Background: an optimization exercise with open tools, aiming at small area and a short achievable clock period. Do not read the settings as production practice. Power figures rest on the tool's default switching activity, not on a simulated workload.

==> flow/design.v <==
module tiny_irpwm (
    input  wire        clk,
    input  wire        rst,
    input  wire        pwm_tick,
    input  wire        ir_tick,
    input  wire        ir_in,
    input  wire        h_sel,
    input  wire        h_we,
    input  wire [7:0]  h_addr,
    input  wire [31:0] h_wdata,
    output reg  [31:0] h_rdata,
    output wire [3:0]  ch_pin,
    output reg         tick_evt
);
    localparam integer CAP = 100;
    localparam [1:0] S_IDLE  = 2'd0;
    localparam [1:0] S_MARK  = 2'd1;
    localparam [1:0] S_SPACE = 2'd2;
    localparam [1:0] S_STOP  = 2'd3;
    reg [31:0] pwm_ticks;         
    reg        pwm_halt;
    reg [7:0]  pwm_level0, pwm_level1, pwm_level2, pwm_level3;
    reg [3:0]  pwm_pin;
    reg [1:0]  ir_state;
    reg [15:0] ir_timer;
    reg [6:0]  ir_rawlen;         
    reg [15:0] ir_rawbuf [0:CAP-1];
    wire host_wr = h_sel & h_we;
    wire [31:0] ticks_inc = pwm_ticks + 32'd1;
    wire        flip      = &pwm_ticks[6:0];
    wire        ph_n      = ticks_inc[7];
    wire [7:0]  cnt_n     = {1'b0, ticks_inc[6:0]};
    reg  [3:0]  pin_tk;
    always @* begin
        if (pwm_halt) begin
            pin_tk = 4'b0000;
        end else begin
            if (flip)
                pin_tk = ph_n ? 4'b1010 : 4'b0101;
            else
                pin_tk = pwm_pin;
            if (!ph_n && cnt_n >= pwm_level0) pin_tk[0] = 1'b0;
            if ( ph_n && cnt_n >= pwm_level1) pin_tk[1] = 1'b0;
            if (!ph_n && cnt_n >= pwm_level2) pin_tk[2] = 1'b0;
            if ( ph_n && cnt_n >= pwm_level3) pin_tk[3] = 1'b0;
        end
    end
    wire [31:0] ticks_t = pwm_tick ? ticks_inc : pwm_ticks;
    wire [3:0]  pin_t   = pwm_tick ? pin_tk    : pwm_pin;
    wire        tmax = &ir_timer;
    wire [15:0] t1   = tmax ? ir_timer : ir_timer + 16'd1;
    wire        lt100 = (ir_timer < 16'd99);      
    wire        gt100 = (ir_timer >= 16'd100);    
    wire        full  = (ir_rawlen == 7'd99);     
    wire        mark  = ~ir_in;
    reg         rec;
    reg  [1:0]  state_t;
    reg  [15:0] timer_t;
    reg  [6:0]  rawlen_t;
    always @* begin
        rec      = 1'b0;
        state_t  = ir_state;
        timer_t  = ir_timer;
        rawlen_t = ir_rawlen;
        if (ir_tick) begin
            case (ir_state)
                S_IDLE:  rec = mark & ~lt100;
                S_MARK:  rec = ~mark;
                S_SPACE: rec = mark;
                default: rec = 1'b0;
            endcase
            if (rec) begin
                timer_t  = 16'd0;
                rawlen_t = ir_rawlen + 7'd1;
                state_t  = full ? S_STOP : (mark ? S_MARK : S_SPACE);
            end else begin
                timer_t = (mark && (ir_state == S_IDLE || ir_state == S_STOP)) ? 16'd0 : t1;
                if (ir_state == S_SPACE && gt100)
                    state_t = S_STOP;
            end
        end
    end
    wire wr_ctrl  = host_wr && (h_addr == 8'h00);
    wire wr_level = host_wr && (h_addr[7:2] == 6'b000010);
    wire resume   = host_wr && (h_addr == 8'h11) && h_wdata[0]
                    && (state_t == S_STOP);
    always @(posedge clk) begin
        if (rst) begin
            pwm_ticks  <= 32'd0;
            pwm_halt   <= 1'b0;
            pwm_pin    <= 4'b0000;
            pwm_level0 <= 8'd0;
            pwm_level1 <= 8'd0;
            pwm_level2 <= 8'd0;
            pwm_level3 <= 8'd0;
            ir_state   <= S_IDLE;
            ir_timer   <= 16'd0;
            ir_rawlen  <= 7'd0;
            tick_evt   <= 1'b0;
        end else begin
            pwm_ticks <= ticks_t;
            tick_evt  <= pwm_tick;
            if (wr_ctrl)
                pwm_halt <= h_wdata[0];
            pwm_pin <= (wr_ctrl && h_wdata[0]) ? 4'b0000 : pin_t;
            if (wr_level && h_addr[1:0] == 2'd0) pwm_level0 <= h_wdata[7:0];
            if (wr_level && h_addr[1:0] == 2'd1) pwm_level1 <= h_wdata[7:0];
            if (wr_level && h_addr[1:0] == 2'd2) pwm_level2 <= h_wdata[7:0];
            if (wr_level && h_addr[1:0] == 2'd3) pwm_level3 <= h_wdata[7:0];
            ir_timer <= timer_t;
            if (resume) begin
                ir_state  <= S_IDLE;
                ir_rawlen <= 7'd0;
            end else begin
                ir_state  <= state_t;
                ir_rawlen <= rawlen_t;
            end
        end
    end
    always @(posedge clk) begin
        if (!rst && rec)
            ir_rawbuf[ir_rawlen] <= t1;
    end
    wire [7:0]  a = h_addr;
    wire [7:0]  a_n;
    genvar gi, gb;
    generate
        for (gi = 0; gi < 7; gi = gi + 1) begin : g_inv
            irp_inv u_inv (.a(a[gi]), .y(a_n[gi]));
        end
    endgenerate
    assign a_n[7] = 1'b0;    
    wire [3:0] dl, dm;
    wire [6:0] dh_n;
    generate
        for (gi = 0; gi < 4; gi = gi + 1) begin : g_pre
            irp_nor2 u_dl (.a(gi & 1 ? a_n[0] : a[0]), .b(gi & 2 ? a_n[1] : a[1]), .y(dl[gi]));
            irp_nor2 u_dm (.a(gi & 1 ? a_n[2] : a[2]), .b(gi & 2 ? a_n[3] : a[3]), .y(dm[gi]));
        end
        for (gi = 0; gi < 7; gi = gi + 1) begin : g_preh
            irp_nand4 u_dh (.a(a[7]),
                            .b(gi & 1 ? a[4] : a_n[4]),
                            .c(gi & 2 ? a[5] : a_n[5]),
                            .d(gi & 4 ? a[6] : a_n[6]),
                            .y(dh_n[gi]));
        end
    endgenerate
    wire [15:0] dlm_n;
    generate
        for (gi = 0; gi < 16; gi = gi + 1) begin : g_dlm
            irp_nand2 u_dlm (.a(dl[gi % 4]), .b(dm[gi / 4]), .y(dlm_n[gi]));
        end
    endgenerate
    wire [CAP-1:0] sel;
    generate
        for (gi = 0; gi < CAP; gi = gi + 1) begin : g_sel
            irp_nor2 u_sel (.a(dlm_n[gi % 16]), .b(dh_n[gi / 16]), .y(sel[gi]));
        end
    endgenerate
    wire        byp = a[7] && rec && (ir_rawlen == a[6:0]);
    wire [15:0] rd_oth;
    wire [15:0] rd_lo;
    generate
        for (gb = 0; gb < 16; gb = gb + 1) begin : g_bit
            wire [49:0] t;
            wire [12:0] u;
            wire [3:0]  v;
            for (gi = 0; gi < 12; gi = gi + 1) begin : g_u
                irp_ao8m u_u (
                    .s(sel[8*gi+7:8*gi]),
                    .d({ir_rawbuf[8*gi+7][gb], ir_rawbuf[8*gi+6][gb],
                        ir_rawbuf[8*gi+5][gb], ir_rawbuf[8*gi+4][gb],
                        ir_rawbuf[8*gi+3][gb], ir_rawbuf[8*gi+2][gb],
                        ir_rawbuf[8*gi+1][gb], ir_rawbuf[8*gi][gb]}),
                    .m(byp),
                    .y(u[gi]));
            end
            irp_aoi22 u_t48 (.a1(sel[96]), .a2(ir_rawbuf[96][gb]),
                             .b1(sel[97]), .b2(ir_rawbuf[97][gb]), .y(t[48]));
            irp_aoi22 u_t49 (.a1(sel[98]), .a2(ir_rawbuf[98][gb]),
                             .b1(sel[99]), .b2(ir_rawbuf[99][gb]), .y(t[49]));
            irp_aoi21 u_u12 (.a1(t[48]), .a2(t[49]), .b1(byp), .y(u[12]));
            irp_nor4 u_v0 (.a(u[0]), .b(u[1]),  .c(u[2]),  .d(u[3]),  .y(v[0]));
            irp_nor4 u_v1 (.a(u[4]), .b(u[5]),  .c(u[6]),  .d(u[7]),  .y(v[1]));
            irp_nor3 u_v2 (.a(u[8]), .b(u[9]),  .c(u[10]), .y(v[2]));
            irp_nor3 u_v3 (.a(u[11]), .b(u[12]), .c(rd_oth[gb]), .y(v[3]));
            irp_nand4 u_w (.a(v[0]), .b(v[1]), .c(v[2]), .d(v[3]), .y(rd_lo[gb]));
        end
    endgenerate
    reg  [31:0] rd_reg;
    always @* begin
        case (a)
            8'h00:   rd_reg = {31'd0, pwm_halt};
            8'h01:   rd_reg = {31'd0, ticks_t[7]};
            8'h02:   rd_reg = {25'd0, ticks_t[6:0]};
            8'h03:   rd_reg = ticks_t;
            8'h04:   rd_reg = {28'd0, pin_t};
            8'h08:   rd_reg = {24'd0, pwm_level0};
            8'h09:   rd_reg = {24'd0, pwm_level1};
            8'h0A:   rd_reg = {24'd0, pwm_level2};
            8'h0B:   rd_reg = {24'd0, pwm_level3};
            8'h10:   rd_reg = {30'd0, state_t};
            8'h12:   rd_reg = {16'd0, timer_t};
            8'h13:   rd_reg = {25'd0, rawlen_t};
            default: rd_reg = 32'd0;
        endcase
    end
    assign rd_oth = rd_reg[15:0] | ({16{byp}} & t1);
    always @* begin
        h_rdata = {rd_reg[31:16], rd_lo};
    end
    assign ch_pin = pwm_pin;
endmodule
module irp_ao8m (input wire [7:0] s, input wire [7:0] d, input wire m, output wire y);
    assign y = (|(s & d)) & ~m;
endmodule
module irp_aoi21 (input wire a1, input wire a2, input wire b1, output wire y);
    assign y = ~((a1 & a2) | b1);
endmodule
module irp_inv (input wire a, output wire y);
    assign y = ~a;
endmodule
module irp_nor2 (input wire a, input wire b, output wire y);
    assign y = ~(a | b);
endmodule
module irp_aoi22 (input wire a1, input wire a2, input wire b1, input wire b2,
                  output wire y);
    assign y = ~((a1 & a2) | (b1 & b2));
endmodule
module irp_nand2 (input wire a, input wire b, output wire y);
    assign y = ~(a & b);
endmodule
module irp_nand4 (input wire a, input wire b, input wire c, input wire d, output wire y);
    assign y = ~(a & b & c & d);
endmodule
module irp_nor3 (input wire a, input wire b, input wire c, output wire y);
    assign y = ~(a | b | c);
endmodule
module irp_nor4 (input wire a, input wire b, input wire c, input wire d, output wire y);
    assign y = ~(a | b | c | d);
endmodule
Settings: LEC_CHECK=0, CAP_MARGIN=20, CORE_MARGIN=2, CORE_UTILIZATION=40, CTS_BUF_LIST=sky130_fd_sc_hd__clkbuf_8, CTS_CLUSTER_DIAMETER=50, CTS_CLUSTER_SIZE=18, SETUP_SLACK_MARGIN=3.8, SLEW_MARGIN=20, SYNTH_HIERARCHICAL=1, SYNTH_MINIMUM_KEEP_SIZE=0; clock period 8.5 ns.
run.sh (not shown) runs the stock make flow with config.mk's settings and CLKGATE_MAP_FILE= SYNTH_SCRIPT=/design/flow/synth_recipe.tcl, a recipe that flattens the netlist after the stock synthesis.
Edit:
--- a/flow/design.v
+++ b/flow/design.v
@@ -157,35 +157,34 @@
             irp_nor2 u_sel (.a(dlm_n[gi % 16]), .b(dh_n[gi / 16]), .y(sel[gi]));
         end
     endgenerate
     wire        byp = a[7] && rec && (ir_rawlen == a[6:0]);
-    wire [15:0] rd_oth;
-    wire [15:0] rd_lo;
+    wire [15:0] rd_mem;
     generate
         for (gb = 0; gb < 16; gb = gb + 1) begin : g_bit
             wire [49:0] t;
             wire [12:0] u;
             wire [3:0]  v;
             for (gi = 0; gi < 12; gi = gi + 1) begin : g_u
-                irp_ao8m u_u (
+                irp_ao8 u_u (
                     .s(sel[8*gi+7:8*gi]),
                     .d({ir_rawbuf[8*gi+7][gb], ir_rawbuf[8*gi+6][gb],
                         ir_rawbuf[8*gi+5][gb], ir_rawbuf[8*gi+4][gb],
                         ir_rawbuf[8*gi+3][gb], ir_rawbuf[8*gi+2][gb],
                         ir_rawbuf[8*gi+1][gb], ir_rawbuf[8*gi][gb]}),
-                    .m(byp),
                     .y(u[gi]));
             end
             irp_aoi22 u_t48 (.a1(sel[96]), .a2(ir_rawbuf[96][gb]),
                              .b1(sel[97]), .b2(ir_rawbuf[97][gb]), .y(t[48]));
             irp_aoi22 u_t49 (.a1(sel[98]), .a2(ir_rawbuf[98][gb]),
                              .b1(sel[99]), .b2(ir_rawbuf[99][gb]), .y(t[49]));
-            irp_aoi21 u_u12 (.a1(t[48]), .a2(t[49]), .b1(byp), .y(u[12]));
-            irp_nor4 u_v0 (.a(u[0]), .b(u[1]),  .c(u[2]),  .d(u[3]),  .y(v[0]));
-            irp_nor4 u_v1 (.a(u[4]), .b(u[5]),  .c(u[6]),  .d(u[7]),  .y(v[1]));
-            irp_nor3 u_v2 (.a(u[8]), .b(u[9]),  .c(u[10]), .y(v[2]));
-            irp_nor3 u_v3 (.a(u[11]), .b(u[12]), .c(rd_oth[gb]), .y(v[3]));
-            irp_nand4 u_w (.a(v[0]), .b(v[1]), .c(v[2]), .d(v[3]), .y(rd_lo[gb]));
+            irp_nand2 u_u12 (.a(t[48]), .b(t[49]), .y(u[12]));
+            for (gi = 0; gi < 3; gi = gi + 1) begin : g_v
+                irp_nor3 u_v (.a(u[3*gi]), .b(u[3*gi+1]), .c(u[3*gi+2]), .y(v[gi]));
+            end
+            irp_nor4 u_v3 (.a(u[9]), .b(u[10]), .c(u[11]), .d(u[12]), .y(v[3]));
+            irp_aoi41 u_w (.a1(v[0]), .a2(v[1]), .a3(v[2]), .a4(v[3]), .b1(byp),
+                           .y(rd_mem[gb]));
         end
     endgenerate
     reg  [31:0] rd_reg;
     always @* begin
@@ -204,30 +203,40 @@
             8'h13:   rd_reg = {25'd0, rawlen_t};
             default: rd_reg = 32'd0;
         endcase
     end
-    assign rd_oth = rd_reg[15:0] | ({16{byp}} & t1);
+    wire [15:0] rd_oth = rd_reg[15:0] | ({16{byp}} & t1);
+    wire [15:0] rd_lo;
+    generate
+        for (gb = 0; gb < 16; gb = gb + 1) begin : g_out
+            irp_or2 u_o (.a(rd_mem[gb]), .b(rd_oth[gb]), .y(rd_lo[gb]));
+        end
+    endgenerate
     always @* begin
         h_rdata = {rd_reg[31:16], rd_lo};
     end
     assign ch_pin = pwm_pin;
 endmodule
-module irp_ao8m (input wire [7:0] s, input wire [7:0] d, input wire m, output wire y);
-    assign y = (|(s & d)) & ~m;
-endmodule
-module irp_aoi21 (input wire a1, input wire a2, input wire b1, output wire y);
-    assign y = ~((a1 & a2) | b1);
+module irp_ao8 (input wire [7:0] s, input wire [7:0] d, output wire y);
+    assign y = |(s & d);
 endmodule
 module irp_inv (input wire a, output wire y);
     assign y = ~a;
 endmodule
 module irp_nor2 (input wire a, input wire b, output wire y);
     assign y = ~(a | b);
+endmodule
+module irp_or2 (input wire a, input wire b, output wire y);
+    assign y = a | b;
 endmodule
 module irp_aoi22 (input wire a1, input wire a2, input wire b1, input wire b2,
                   output wire y);
     assign y = ~((a1 & a2) | (b1 & b2));
 endmodule
+module irp_aoi41 (input wire a1, input wire a2, input wire a3, input wire a4,
+                  input wire b1, output wire y);
+    assign y = ~((a1 & a2 & a3 & a4) | b1);
+endmodule
 module irp_nand2 (input wire a, input wire b, output wire y);
     assign y = ~(a & b);
 endmodule
 module irp_nand4 (input wire a, input wire b, input wire c, input wire d, output wire y);
Count of clock-buffer cells in the layout came out lower by 6.
Area after synthesis drops by 0.53%.
Routed wire length drops by 3.3%.
Setup slack gains 0.090 ns.
Worst hold slack gets better by 0.012 ns.
Utilization came out higher by 0.61 points.
Register-to-register slack is better by 0.19 ns.
Final cell count goes up by 1.1%.
Design area is higher by 0.37%.
Die area shrinks by 0.53%.
First-iteration DRC count goes down by 3.0%.
Power grows by 0.34%.
Global-route usage fell by 0.83 points.
No run of this note included a check of the RTL's function; only the layout flow was run.

static timing again, ports no longer ideal:
In the flow no input, the clock included, has a driving cell. The finished layouts below were timed again as built, in two steps. Step 1 (the two cells are an assumption about what drives the block):
set clk [get_ports {clk}]
set_driving_cell -lib_cell sky130_fd_sc_hd__clkbuf_16 $clk
set_driving_cell -lib_cell sky130_fd_sc_hd__buf_2 [delete_from_list [all_inputs] $clk]
Step 2 also shifts input and output timing later by t, the mid clock arrival at the registers, as if the neighbouring blocks saw the same clock. a / b / c = no drivers / after step 1 / after step 2; a / b = the first two.
| run | t, ns | slack for setup (ns) | worst setup path at the end | slew at the worst register clock pin (ns) | pins driven straight from the clock port |
|---|---|---|---|---|---|
| the first run | 0.992 | 2.240 / 2.113 / 2.113 | input to output | 0.11 / 0.11 | 1 |
| the second run | 0.989 | 2.330 / 2.167 / 2.167 | input to output | 0.11 / 0.11 | 1 |
After both steps setup and hold are still met in every run listed. For the second run, which loses most, drivers alone change the setup slack by -0.163 ns; drivers and shift together by -0.163 ns.
